What follows belongs to an exercise in optimizing a design on an open flow for small area; a production flow would make more cautious choices. Function was checked by simulation only, so behaviour that the tests miss may differ from the original.

Setup of the previous run:
Design mcp3421_codec, start of the top module:
module mcp3421_codec (
    input  wire        clk,
    input  wire        rst,         
    input  wire        multi_ch,    
    input  wire        cmd_valid,
    input  wire [39:0] cmd,
    output reg         rsp_valid,
    output wire [3:0]  rsp_status,
    output wire        rsp_is_bool,
    output wire [31:0] rsp_res,
    output wire [23:0] rsp_einfo
);
For scale: roughly 440 cells after synthesis, ~45 flip-flops, roughly 110 I/O pins.
export LEC_CHECK = 0
export CAP_MARGIN = 20
export CORE_MARGIN = 2
export CORE_UTILIZATION = 40
export GPL_TIMING_DRIVEN = 0
export SLEW_MARGIN = 20
create_clock -name core_clock -period 6.0 [get_ports {clk}]
standard.sh (not shown) runs the stock make flow with config.mk's settings and CLKGATE_MAP_FILE= SYNTH_SCRIPT=/design/flow/synth_recipe.tcl, a recipe that flattens the netlist after the stock synthesis.
==> flow/flow/run.sh <==
#!/bin/bash
# Own layout flow: the standard layout (standard.sh) with
#  - synthesis: the standard script with area-oriented ABC runs, the smallest of several
#    seeds kept (own_synth.tcl), and no pass-through buffers (the port buffers below take
#    their place),
#  - port buffers: sky130_fd_sc_hd__buf_1 on every input and output port,
#  - CTS: without dummy loads.
# Each step's full output goes to its own log file in the work folder.
set -euo pipefail
W=$(pwd)
export OWN_WORK=$W
export OWN_ABC_SEEDS="0 1 2 3 4 5"
export OWN_ABC_TIME=15
export OWN_ABC_MAX_DELAY_PS=100000
bash standard.sh SYNTH_SCRIPT=$W/flow/own_synth.tcl SYNTH_INSBUF=0 synth > $W/log_synth.txt 2>&1
bash standard.sh SYNTH_INSBUF=0 BUFFER_PORTS_ARGS="-buffer_cell sky130_fd_sc_hd__buf_1" \
  CTS_ARGS="-sink_clustering_enable -repair_clock_nets -dont_use_dummy_load" \
  finish > $W/log_layout.txt 2>&1
==> flow/flow/own_synth.tcl <==
# The standard synthesis (synth_recipe.tcl) with two changes to the combinational logic only:
#  - ABC runs an area-oriented script (deepsyn, then area mapping with amap) with several
#    seeds, and the smallest mapping whose ABC delay estimate is within OWN_ABC_MAX_DELAY_PS
#    is kept (if none is, the same with ABC's delay-oriented map);
#  - half and full adders are left to ABC instead of being mapped to ha/fa cells.
# Registers are mapped before ABC runs, so they are the standard synthesis's.
proc abc {args} {
  global lib_args
  set i [lsearch -exact $args -script]
  if {$i >= 0} { set args [lreplace $args $i [expr {$i + 1}]] }
  set j [lsearch -exact $args -D]
  if {$j >= 0} { set args [lreplace $args $j [expr {$j + 1}]] }
  yosys design -save own_pre_abc
  set best -1
  set best_tag ""
  foreach mapper {amap map} {
    foreach seed $::env(OWN_ABC_SEEDS) {
      yosys design -load own_pre_abc
      set f $::env(OWN_WORK)/own_abc_${mapper}_$seed.script
      set fh [open $f w]
      puts $fh "strash\n&get -n\n&deepsyn -T $::env(OWN_ABC_TIME) -S $seed\n&put\ndch -f\n$mapper\nstime -p"
      close $fh
      set out [tee -q -s result.string abc -script $f {*}$args]
      set delay 1e9
      regexp {Delay\s*=\s*([0-9.]+)\s*ps} $out -> delay
      set st [tee -q -s result.string stat {*}$lib_args]
      regexp {Chip area for module[^:]*:\s*([0-9.]+)} $st -> area
      set fits [expr {$delay <= $::env(OWN_ABC_MAX_DELAY_PS)}]
      puts "own_synth: abc $mapper seed $seed area $area delay $delay ps fits $fits"
      if {$fits && ($best < 0 || $area < $best)} {
        set best $area
        set best_tag "$mapper seed $seed"
        yosys design -save own_best_abc
      }
    }
    if {$best >= 0} { break }
  }
  if {$best < 0} { error "own_synth: no ABC mapping met the delay bound" }
  puts "own_synth: keeping abc $best_tag (area $best)"
  yosys design -load own_best_abc
}
proc extract_fa {args} {}
source $::env(OWN_WORK)/synth_recipe.tcl
Modified inputs, the current run compared to the previous run
==> flow/flow/run.sh <==
#!/bin/bash
# Own layout flow: the standard layout (standard.sh) with
#  - synthesis: the standard script with area-oriented ABC runs, the smallest of several
#    seeds kept (own_synth.tcl), and no pass-through buffers (the port buffers below take
#    their place),
#  - port buffers: sky130_fd_sc_hd__buf_1 on every input and output port,
#  - CTS: without dummy loads.
# The first layout maps the logic with ABC's area mapper (amap). If its final setup slack,
# as ORFS reports it, is under MIN_WS_NS, the layout is made again with ABC's
# delay-oriented mapper (map); the first attempt's folders are kept as try1_*.
# Each step's full output goes to its own log file in the work folder.
set -euo pipefail
W=$(pwd)
export OWN_WORK=$W
export OWN_ABC_SEEDS="0 1 2 3 4 5 6 7"
export OWN_ABC_TIME=15
MIN_WS_NS=0.35

layout() {
  bash standard.sh SYNTH_SCRIPT=$W/flow/own_synth.tcl SYNTH_INSBUF=0 synth > $W/log_synth$1.txt 2>&1
  bash standard.sh SYNTH_INSBUF=0 BUFFER_PORTS_ARGS="-buffer_cell sky130_fd_sc_hd__buf_1" \
    CTS_ARGS="-sink_clustering_enable -repair_clock_nets -dont_use_dummy_load" \
    finish > $W/log_layout$1.txt 2>&1
}

ws() {
  python3 -c "import json,glob; print(json.load(open(glob.glob('$W/orfs/logs/*/mcp3421_codec/base/6_report.json')[0]))['finish__timing__setup__ws'])"
}

export OWN_ABC_MAPPERS="amap map"
export OWN_ABC_MAX_DELAY_PS=3800
if layout _try1 && python3 -c "import sys; sys.exit(0 if float('$(ws)') >= $MIN_WS_NS else 1)"; then
  echo "amap layout kept: setup ws $(ws) ns" > $W/log_choice.txt
  exit 0
fi
echo "amap layout not kept (setup ws $(ws 2>/dev/null || echo none) ns); map layout made" > $W/log_choice.txt
mv $W/orfs $W/try1_orfs
rm -f $W/out/final.def
export OWN_ABC_MAPPERS="map"
export OWN_ABC_MAX_DELAY_PS=100000
layout _try2
-- flow/flow/own_synth.tcl --
<<< the previous run, line 1
# The standard synthesis (synth_recipe.tcl) with two changes to the combinational logic only:
#  - ABC runs an area-oriented script (deepsyn, then area mapping with amap) with several
#    seeds, and the smallest mapping whose ABC delay estimate is within OWN_ABC_MAX_DELAY_PS
#    is kept (if none is, the same with ABC's delay-oriented map);
#  - half and full adders are left to ABC instead of being mapped to ha/fa cells.
>>> the current run, line 1
# The standard synthesis (synth_recipe.tcl) with two changes to the combinational logic only:
#  - ABC runs an area-oriented script (deepsyn, then the mapper OWN_ABC_MAPPERS names:
#    amap for area, map for delay) with several seeds, and the smallest mapping whose ABC
#    delay estimate is within OWN_ABC_MAX_DELAY_PS is kept (if none is, the same with the
#    next mapper in the list);
#  - half and full adders are left to ABC instead of being mapped to ha/fa cells.
<<< the previous run, line 15
  set best_tag ""
  foreach mapper {amap map} {
    foreach seed $::env(OWN_ABC_SEEDS) {
>>> the current run, line 16
  set best_tag ""
  foreach mapper $::env(OWN_ABC_MAPPERS) {
    foreach seed $::env(OWN_ABC_SEEDS) {
### Flow results
On post-route minimum period, the previous run loses to the current run.
NOTE: met2 routed wirelength in the current run exceeds that of the previous run
The current run: all stages complete, timing, DRC and antenna checks passed
No stage failed in the previous run, and the final checks on the layout all came back clean.
The previous run fits on a die that is smaller than the die of the current run.
Compared with the previous run, count of inverters other than clock inverters in the layout in the current run decreased by a few percent.

[port drivers added, routing unchanged]
In the flow no input, the clock included, has a driving cell. The finished layouts below were timed again as built, in two steps.
Step 1 (the two cells are an assumption about what drives the block):
set clk [get_ports {clk}]
set_driving_cell -lib_cell sky130_fd_sc_hd__clkbuf_16 $clk
set_driving_cell -lib_cell sky130_fd_sc_hd__buf_2 [delete_from_list [all_inputs] $clk]
Step 2 moves the port delays by t, midway between the first and last clock arrival at a register: inputs arrive t later, outputs are due t later. That takes back most of the time a late clock gives input paths.
a / b / c = ideal / step 1 / step 2; a / b = the first two.
run	t (ns)	setup slack, ns	latest minus earliest clock arrival (ns)	slew at the worst register clock pin (ns)	pins driven straight from the clock port
the previous run	0.333	0.218 / 0.233 / -0.100	0.026 / 0.025	0.10 / 0.10	1
the current run	0.324	0.901 / 0.909 / 0.585	0.006 / 0.006	0.08 / 0.08	1
Met with ideal ports but missed after step 2: setup timing in the previous run. For the previous run, which loses most, drivers alone change the setup slack by +0.015 ns; drivers and shift together by -0.318 ns.
